From an optimization exercise on the open Yosys and OpenROAD flow, aimed at small area, a short achievable clock period and few clock cycles per item; shortcuts taken in it are not production practice. Only simulation tests tie the RTL to the original design; equivalence was not proved. Power and IR drop assume default switching activity.

--- design/flow/run.sh ---
#!/bin/bash
# synth_recipe.tcl (not shown) runs the flow's synth.tcl, then flattens the netlist and writes it again
# the make line also repeats each setting of config.mk as NAME=value (left out here)
make -C /OpenROAD-flow-scripts/flow DESIGN_CONFIG=/design/flow/config.mk WORK_HOME=/design/flow/orfs CLKGATE_MAP_FILE= SYNTH_SCRIPT=/design/flow/synth_recipe.tcl finish
--- design/flow/config.mk ---
export PLATFORM = sky130hd
export DESIGN_NAME = sha256_hex
export DESIGN_NICKNAME = sha256_hex
export VERILOG_FILES = /design/flow/design.v
export SDC_FILE = /design/flow/constraint.sdc
export NUM_CORES = 4
export LEC_CHECK = 0
export CAP_MARGIN = 20
export CORE_MARGIN = 2
export CORE_UTILIZATION = 40
export PLACE_DENSITY = 0.6
export SLEW_MARGIN = 20
--- design/flow/constraint.sdc ---
create_clock -name core_clock -period 10.0 [get_ports {clk}]
set_input_delay 2.0000 -clock core_clock [delete_from_list [all_inputs] [get_ports {clk}]]
set_output_delay 2.0000 -clock core_clock [all_outputs]
set_load 0.01 [all_outputs]
--- design/flow/design.v ---
module sha256_hex (
  input  wire         clk,
  input  wire         rst,         
  input  wire         in_valid,
  output wire         in_ready,
  input  wire [7:0]   in_data,
  input  wire         in_keep,     
  input  wire         in_last,     
  output wire         out_valid,
  input  wire         out_ready,
  output wire [511:0] out_hex      
);
  localparam [2:0] S_LOAD   = 3'd0,    
                   S_PAD    = 3'd1,    
                   S_ROUND  = 3'd2,    
                   S_UPDATE = 3'd3,    
                   S_DONE   = 3'd4;    
  localparam [255:0] H_INIT = {
    32'h6a09e667, 32'hbb67ae85, 32'h3c6ef372, 32'ha54ff53a,
    32'h510e527f, 32'h9b05688c, 32'h1f83d9ab, 32'h5be0cd19};
  reg  [2:0]   state;
  reg  [511:0] blk;         
  reg  [5:0]   bcnt;        
  reg  [15:0]  mlen;        
  reg          msg_end;     
  reg          pad80;       
  reg          len_here;    
  reg          final_blk;   
  reg  [5:0]   rnd;
  reg  [31:0]  a, b, c, d, e, f, g, h;
  reg  [255:0] hs;          
  reg [31:0] k_t;           
  always @(*) begin
    case (rnd)
      6'd0:  k_t = 32'h428a2f98; 6'd1:  k_t = 32'h71374491;
      6'd2:  k_t = 32'hb5c0fbcf; 6'd3:  k_t = 32'he9b5dba5;
      6'd4:  k_t = 32'h3956c25b; 6'd5:  k_t = 32'h59f111f1;
      6'd6:  k_t = 32'h923f82a4; 6'd7:  k_t = 32'hab1c5ed5;
      6'd8:  k_t = 32'hd807aa98; 6'd9:  k_t = 32'h12835b01;
      6'd10: k_t = 32'h243185be; 6'd11: k_t = 32'h550c7dc3;
      6'd12: k_t = 32'h72be5d74; 6'd13: k_t = 32'h80deb1fe;
      6'd14: k_t = 32'h9bdc06a7; 6'd15: k_t = 32'hc19bf174;
      6'd16: k_t = 32'he49b69c1; 6'd17: k_t = 32'hefbe4786;
      6'd18: k_t = 32'h0fc19dc6; 6'd19: k_t = 32'h240ca1cc;
      6'd20: k_t = 32'h2de92c6f; 6'd21: k_t = 32'h4a7484aa;
      6'd22: k_t = 32'h5cb0a9dc; 6'd23: k_t = 32'h76f988da;
      6'd24: k_t = 32'h983e5152; 6'd25: k_t = 32'ha831c66d;
      6'd26: k_t = 32'hb00327c8; 6'd27: k_t = 32'hbf597fc7;
      6'd28: k_t = 32'hc6e00bf3; 6'd29: k_t = 32'hd5a79147;
      6'd30: k_t = 32'h06ca6351; 6'd31: k_t = 32'h14292967;
      6'd32: k_t = 32'h27b70a85; 6'd33: k_t = 32'h2e1b2138;
      6'd34: k_t = 32'h4d2c6dfc; 6'd35: k_t = 32'h53380d13;
      6'd36: k_t = 32'h650a7354; 6'd37: k_t = 32'h766a0abb;
      6'd38: k_t = 32'h81c2c92e; 6'd39: k_t = 32'h92722c85;
      6'd40: k_t = 32'ha2bfe8a1; 6'd41: k_t = 32'ha81a664b;
      6'd42: k_t = 32'hc24b8b70; 6'd43: k_t = 32'hc76c51a3;
      6'd44: k_t = 32'hd192e819; 6'd45: k_t = 32'hd6990624;
      6'd46: k_t = 32'hf40e3585; 6'd47: k_t = 32'h106aa070;
      6'd48: k_t = 32'h19a4c116; 6'd49: k_t = 32'h1e376c08;
      6'd50: k_t = 32'h2748774c; 6'd51: k_t = 32'h34b0bcb5;
      6'd52: k_t = 32'h391c0cb3; 6'd53: k_t = 32'h4ed8aa4a;
      6'd54: k_t = 32'h5b9cca4f; 6'd55: k_t = 32'h682e6ff3;
      6'd56: k_t = 32'h748f82ee; 6'd57: k_t = 32'h78a5636f;
      6'd58: k_t = 32'h84c87814; 6'd59: k_t = 32'h8cc70208;
      6'd60: k_t = 32'h90befffa; 6'd61: k_t = 32'ha4506ceb;
      6'd62: k_t = 32'hbef9a3f7; default: k_t = 32'hc67178f2;
    endcase
  end
  wire        take     = (state == S_LOAD) && in_valid;
  wire [63:0] bitlen   = {45'd0, mlen, 3'd0};
  wire [2:0]  lidx     = bcnt[2:0];                  
  wire [7:0]  len_byte = bitlen[63 - 8*lidx -: 8];
  reg        push;
  reg  [7:0] push_byte;
  always @(*) begin
    push      = 1'b0;
    push_byte = 8'h00;
    if (state == S_LOAD) begin
      push      = in_valid && in_keep;
      push_byte = in_data;
    end else if (state == S_PAD) begin
      push = 1'b1;
      if (!pad80)
        push_byte = 8'h80;
      else if (len_here && bcnt >= 6'd56)
        push_byte = len_byte;
      else
        push_byte = 8'h00;
    end
  end
  wire last_pad = (state == S_PAD) && pad80 && len_here && (bcnt == 6'd63);
  wire [31:0] w0  = blk[511:480];
  wire [31:0] w1  = blk[479:448];
  wire [31:0] w9  = blk[223:192];
  wire [31:0] w14 = blk[63:32];
  wire [31:0] ss0   = {w1[6:0], w1[31:7]} ^ {w1[17:0], w1[31:18]} ^ (w1 >> 3);
  wire [31:0] ss1   = {w14[16:0], w14[31:17]} ^ {w14[18:0], w14[31:19]} ^ (w14 >> 10);
  wire [31:0] w_new = w0 + ss0 + w9 + ss1;
  wire [31:0] bs1 = {e[5:0], e[31:6]} ^ {e[10:0], e[31:11]} ^ {e[24:0], e[31:25]};
  wire [31:0] bs0 = {a[1:0], a[31:2]} ^ {a[12:0], a[31:13]} ^ {a[21:0], a[31:22]};
  wire [31:0] ch  = (e & f) ^ (~e & g);
  wire [31:0] maj = (a & b) ^ (a & c) ^ (b & c);
  wire [31:0] t1  = h + bs1 + ch + k_t + w0;
  wire [31:0] t2  = bs0 + maj;
  always @(posedge clk) begin
    if (rst) begin
      state     <= S_LOAD;
      bcnt      <= 6'd0;
      mlen      <= 16'd0;
      msg_end   <= 1'b0;
      pad80     <= 1'b0;
      len_here  <= 1'b0;
      final_blk <= 1'b0;
      rnd       <= 6'd0;
      hs        <= H_INIT;
    end else begin
      if (push) begin
        blk  <= {blk[503:0], push_byte};
        bcnt <= bcnt + 6'd1;
        if (bcnt == 6'd63) begin
          state <= S_ROUND;
          rnd   <= 6'd0;
          {a, b, c, d, e, f, g, h} <= hs;
        end
      end
      case (state)
        S_LOAD: begin
          if (take) begin
            if (in_keep)
              mlen <= mlen + 16'd1;
            if (in_last) begin
              msg_end <= 1'b1;
              if (!(in_keep && bcnt == 6'd63))
                state <= S_PAD;
            end
          end
        end
        S_PAD: begin
          if (!pad80) begin
            pad80    <= 1'b1;
            len_here <= (bcnt <= 6'd55);
          end
          if (last_pad)
            final_blk <= 1'b1;
        end
        S_ROUND: begin
          blk <= {blk[479:0], w_new};
          {a, b, c, d, e, f, g, h} <= {t1 + t2, a, b, c, d + t1, e, f, g};
          rnd <= rnd + 6'd1;
          if (rnd == 6'd63)
            state <= S_UPDATE;
        end
        S_UPDATE: begin
          hs <= {hs[255:224] + a, hs[223:192] + b, hs[191:160] + c, hs[159:128] + d,
                 hs[127:96]  + e, hs[95:64]    + f, hs[63:32]    + g, hs[31:0]     + h};
          if (final_blk)
            state <= S_DONE;
          else if (msg_end) begin
            state    <= S_PAD;
            len_here <= 1'b1;       
          end else
            state <= S_LOAD;
        end
        S_DONE: begin
          if (out_ready) begin
            state     <= S_LOAD;
            bcnt      <= 6'd0;
            mlen      <= 16'd0;
            msg_end   <= 1'b0;
            pad80     <= 1'b0;
            len_here  <= 1'b0;
            final_blk <= 1'b0;
            hs        <= H_INIT;
          end
        end
        default: state <= S_LOAD;
      endcase
    end
  end
  assign in_ready  = (state == S_LOAD);
  assign out_valid = (state == S_DONE);
  genvar k;
  generate
    for (k = 0; k < 64; k = k + 1) begin : g_hex
      wire [3:0] nib = hs[255 - 4*k -: 4];
      assign out_hex[511 - 8*k -: 8] = (nib <= 4'd9) ? {4'h3, nib} : (8'h57 + {4'h0, nib});
    end
  endgenerate
endmodule
==> flow_summary.ini <==
[outcome]
status = timing/DRC/antenna clean

[global_routing]
grt_util_all_layers = 0.2877
grt_antenna_before_repair = 12
first_global_vias = 63395
grt_max_degree = 189
grt_pass1_wl_um = 424200
globalRoute.totalOverflow = 0

[setup_path]
critical_path_buf_inv_count = 1
critical_path.endpoint_type = register
critPathArrivalTime_ps = 8340
crit_path_frequent_cell = sky130_fd_sc_hd__fa_1
worstPathRequired_ps = 10540
critical_path_s_largest_stage_delay_ps = 570
slowest_stage = sky130_fd_sc_hd__fa_1
setup.worst_path.start_class = register
path_delay_family = adder cells
worstSetupPathType = reg -> reg
cp_max_fo = 6

[logic_synthesis]
yosys.area_share.xor_xnor = 0.07238
synth_compound_area_frac = 0.1709
synth_async_sr_flop_share = 0
synth_cell_type_count = 91
post_synth_inst_count = 8894
yosysWarningCount = 1
synth_top_cell_area_share = 0.2998
netlist_area_um2 = 76930
synth_simple_gate_area_frac = 0.1660
post_synth_fa_ha_maj_area_fraction = 0.1383
synth_top_flop_cell = sky130_fd_sc_hd__edfxtp_1
main_combinational_cell_family_by_area_after_synthesis = compound AO/OA/AOI/OAI gates
synth_edf_count = 768
synth.largest_area_cell = sky130_fd_sc_hd__edfxtp_1
portion_of_the_post_synthesis_area_used_by_sequential_elements = 0.3838
synth.area.top_cells = sky130_fd_sc_hd__edfxtp_1 30%, sky130_fd_sc_hd__nand2_1 10%, sky130_fd_sc_hd__ha_1 8.5%, sky130_fd_sc_hd__dfxtp_1 8.4%, sky130_fd_sc_hd__fa_1 5.1%
synth.ff_latch_count = 1091
synth_mux_area_frac = 0.006327
syn-mean-instance-area_um2 = 8.650

[die]
vert_die_dim_um = 442.5
die_area_um2 = 195800
floorplan.io_pins = 528
start_util = 0.4037
floorplan.core_area_um2 = 190600
placementRows = 160
chip_width_um = 442.5

[layout]
finalNonFillerCells = 11743
fillCellCount = 18692
num-nets-final = 9849
synthToLayoutAreaGrowth_pct = 14.43
highest_count_cells_in_the_layout_ignoring_fill_and_taps = 2,109 x sky130_fd_sc_hd__nand2_1, 768 x sky130_fd_sc_hd__edfxtp_1, 717 x sky130_fd_sc_hd__o21ai_0
layout_commonest_cell = sky130_fd_sc_hd__nand2_1
fraction_of_layout_instances_using_a_drive_strength_above_1 = 0.03793
final_area_um2 = 88030

[clock_tree]
postCtsSetupRepairBufs = 0
cts-resized-gates = 0
clk_pin_slew_worst_paths_ps = 60
cts_sinks = 1091
cts_tree = done
cts-htree-levels = 4
clkLatencyLatePin_ps = 840
post_cts_hold_buffer_count = 0
cts-root-to-sink-buffers = 3
cts_made_buffers = 135
clockRootBuffer = sky130_fd_sc_hd__clkbuf_16

[pwr]
leakagePower_nw = 36.95
ir_drop_mv = 0.1837
pwr_density_cell_nw_per_um2 = 139.8

[timing]
finalCritPeriodShare = 0.7799
worst_slew_margin_rel = 0.1387
fmaxAchievable_mhz = 128.2
grt_setup_unrepaired = no
hold_viol_final = 0
timing_worst_slew_pin_value_ps = 1292
slew_viol_final = 0
setup_viol = 0
final.setup_skew_ps = 35.87
fin_crit_ps = 7799

[drt]
via_per_inst = 5.677
drt-initial-drc-count = 7249
detail-route-antenna-nets = 0
detail_route.drc_violations = 0
routedWlPerCell_um = 24.66
route.vias.total = 66662
postRouteWirelength_um = 289500
drt_pass1_iterations = 6

[placed_design]
portBuffers = 463
post-place-cells = 11493
finalWeightedCongestion = 0.9829
place_area_um2 = 83560
dpl_wire_length_um = 216700

[job]
max_cap_violations = 0

[hold_path]
min_path_type = reg -> reg
-- routing by layer --
layer  global-route usage  routed length (um)  vias to the layer above  share of wire
li1                     -                   -                    30869              -
met1               0.3979              126000                    32316           0.44
met2               0.4467              128700                     2930           0.44
met3              0.04269               21270                      541          0.073
met4               0.1249               13540                        6          0.047
met5                    0                  37                        -        0.00013
-- tightest hold or removal path, cell delays in order (launching register included) --
cell and delay (ps):
sky130_fd_sc_hd__dfxtp_1 310, sky130_fd_sc_hd__nand2_1 60, sky130_fd_sc_hd__a21oi_1 50
-- cells in the mapped netlist, types with 59 or more instances --
library cell                  n
sky130_fd_sc_hd__edfxtp_1   768
sky130_fd_sc_hd__nor2_1     382
sky130_fd_sc_hd__a21o_1     174
sky130_fd_sc_hd__o21ai_0    718
sky130_fd_sc_hd__xor2_1     201
sky130_fd_sc_hd__a21boi_0    75
sky130_fd_sc_hd__ha_1       520
sky130_fd_sc_hd__buf_4       64
sky130_fd_sc_hd__nand3_1    123
sky130_fd_sc_hd__nor3_1     105
sky130_fd_sc_hd__clkbuf_1   412
sky130_fd_sc_hd__a22oi_1     62
sky130_fd_sc_hd__a211oi_1    62
sky130_fd_sc_hd__nand2_1   2115
sky130_fd_sc_hd__xnor2_1    429
sky130_fd_sc_hd__inv_1      680
sky130_fd_sc_hd__a21oi_1    427
sky130_fd_sc_hd__fa_1       195
sky130_fd_sc_hd__dfxtp_1    323
sky130_fd_sc_hd__or4_1       67
sky130_fd_sc_hd__nand2b_1    59
sky130_fd_sc_hd__o21bai_1   108
sky130_fd_sc_hd__o22ai_1     90
-- kinds of logic after synthesis --
family                   Yosys count
AO/OA/AOI/OAI                   2123
AND/OR/NAND/NOR                 3058
XOR/XNOR                         632
other                              1
multiplexers                      47
adder cells (fa/ha/maj)          738
flip-flops                      1091
buffers and inverters           1204
-- sequential cells by signal, summed over array words and instances, names as in the netlist --
| register | count |
|---|---|
| len_here | 1 |
| msg_end | 1 |
| h | 32 |
| bcnt | 6 |
| a | 32 |
| f | 32 |
| rnd | 6 |
| e | 32 |
| mlen | 16 |
| hs | 256 |
| final_blk | 1 |
| state | 3 |
| pad80 | 1 |
| blk | 512 |
| g | 32 |
| k_t | 32 |
| c | 32 |
| d | 32 |
| b | 32 |
-- stage by stage --
| step | power, mW | setup slack, ps | util | hold WS (ps) | setup TNS, ps |
|---|---|---|---|---|---|
| after CTS | 12.33 | 2209 | 0.4617 | 468.1 | 0 |
| after global placement | 7.377 | 2312 | 0.4385 | 451.8 | 0 |
| after floorplan | 6.666 | -1353 | - | 436.8 | -692770 |
| final | 12.31 | 2201 | 0.4619 | 466.1 | 0 |
| after detailed placement | 7.369 | 2272 | 0.4385 | 466.1 | 0 |
| after global routing | 12.75 | 1758 | 0.4619 | 509.1 | 0 |
-- power by group --
group	switching [mW]	leakage (nW)	total [mW]	internal, mW
clock network	2.16	2.14	4.97	2.81
logic	1.48	25.2	2.31	0.827
registers	0.0863	9.64	5.03	4.94
-- final timing paths --
kind	from	end	slack, ps	depth (start not counted)
setup / recovery	e[12]$_DFFE_PP_	a[31]$_DFFE_PP_	2200	26
hold / removal	msg_end$_SDFFE_PP0P_	msg_end$_SDFFE_PP0P_	470	2
setup reg to reg	e[12]$_DFFE_PP_	a[31]$_DFFE_PP_	2200	26
hold reg to reg	msg_end$_SDFFE_PP0P_	msg_end$_SDFFE_PP0P_	470	2
-- layout make-up --
| cell class | count | area [um^2] | share of cell area |
|---|---|---|---|
| Multi-Input combinational cell | 6662 | 42970 | 0.4881 |
| Clock buffer | 180 | 3681 | 0.04181 |
| Clock inverter | 64 | 742.0 | 0.008428 |
| Timing Repair Buffer | 545 | 5384 | 0.06116 |
| Antenna cell | 5 | 12.51 | 0.0001421 |
| Tap cell | 2511 | 3142 | 0.03569 |
| Sequential cell | 1091 | 29530 | 0.3354 |
| Inverter | 685 | 2574 | 0.02924 |
Testbench counts, summed over its fixed seeds: cycles 31,933, items 192.

afterwards: timing with drivers on the ports:
No port has a modelled driver above. Below, the same layout with a new extraction and two added sets of constraints. Step 1, drivers: a clkbuf_16 drives clk and a buf_2 each remaining input, both assumed. Step 2 moves the port delays by t, midway between the first and last clock arrival at a register: inputs arrive t later, outputs are due t later. That takes back most of the time a late clock gives input paths. a / b / c = ideal / step 1 / step 2; a / b = the first two.
t (ns): 0.915
setup slack, ns: 2.201 / 2.201 / 2.201
hold slack, ns: 0.466 / 0.466 / 0.466
latest minus earliest clock arrival (ns): 0.040 / 0.041
worst slew at a driven data input, ns: 0.07
After both steps this run still meets setup and hold. For this run, drivers alone change the setup slack by 0.000 ns; drivers and shift together by 0.000 ns.
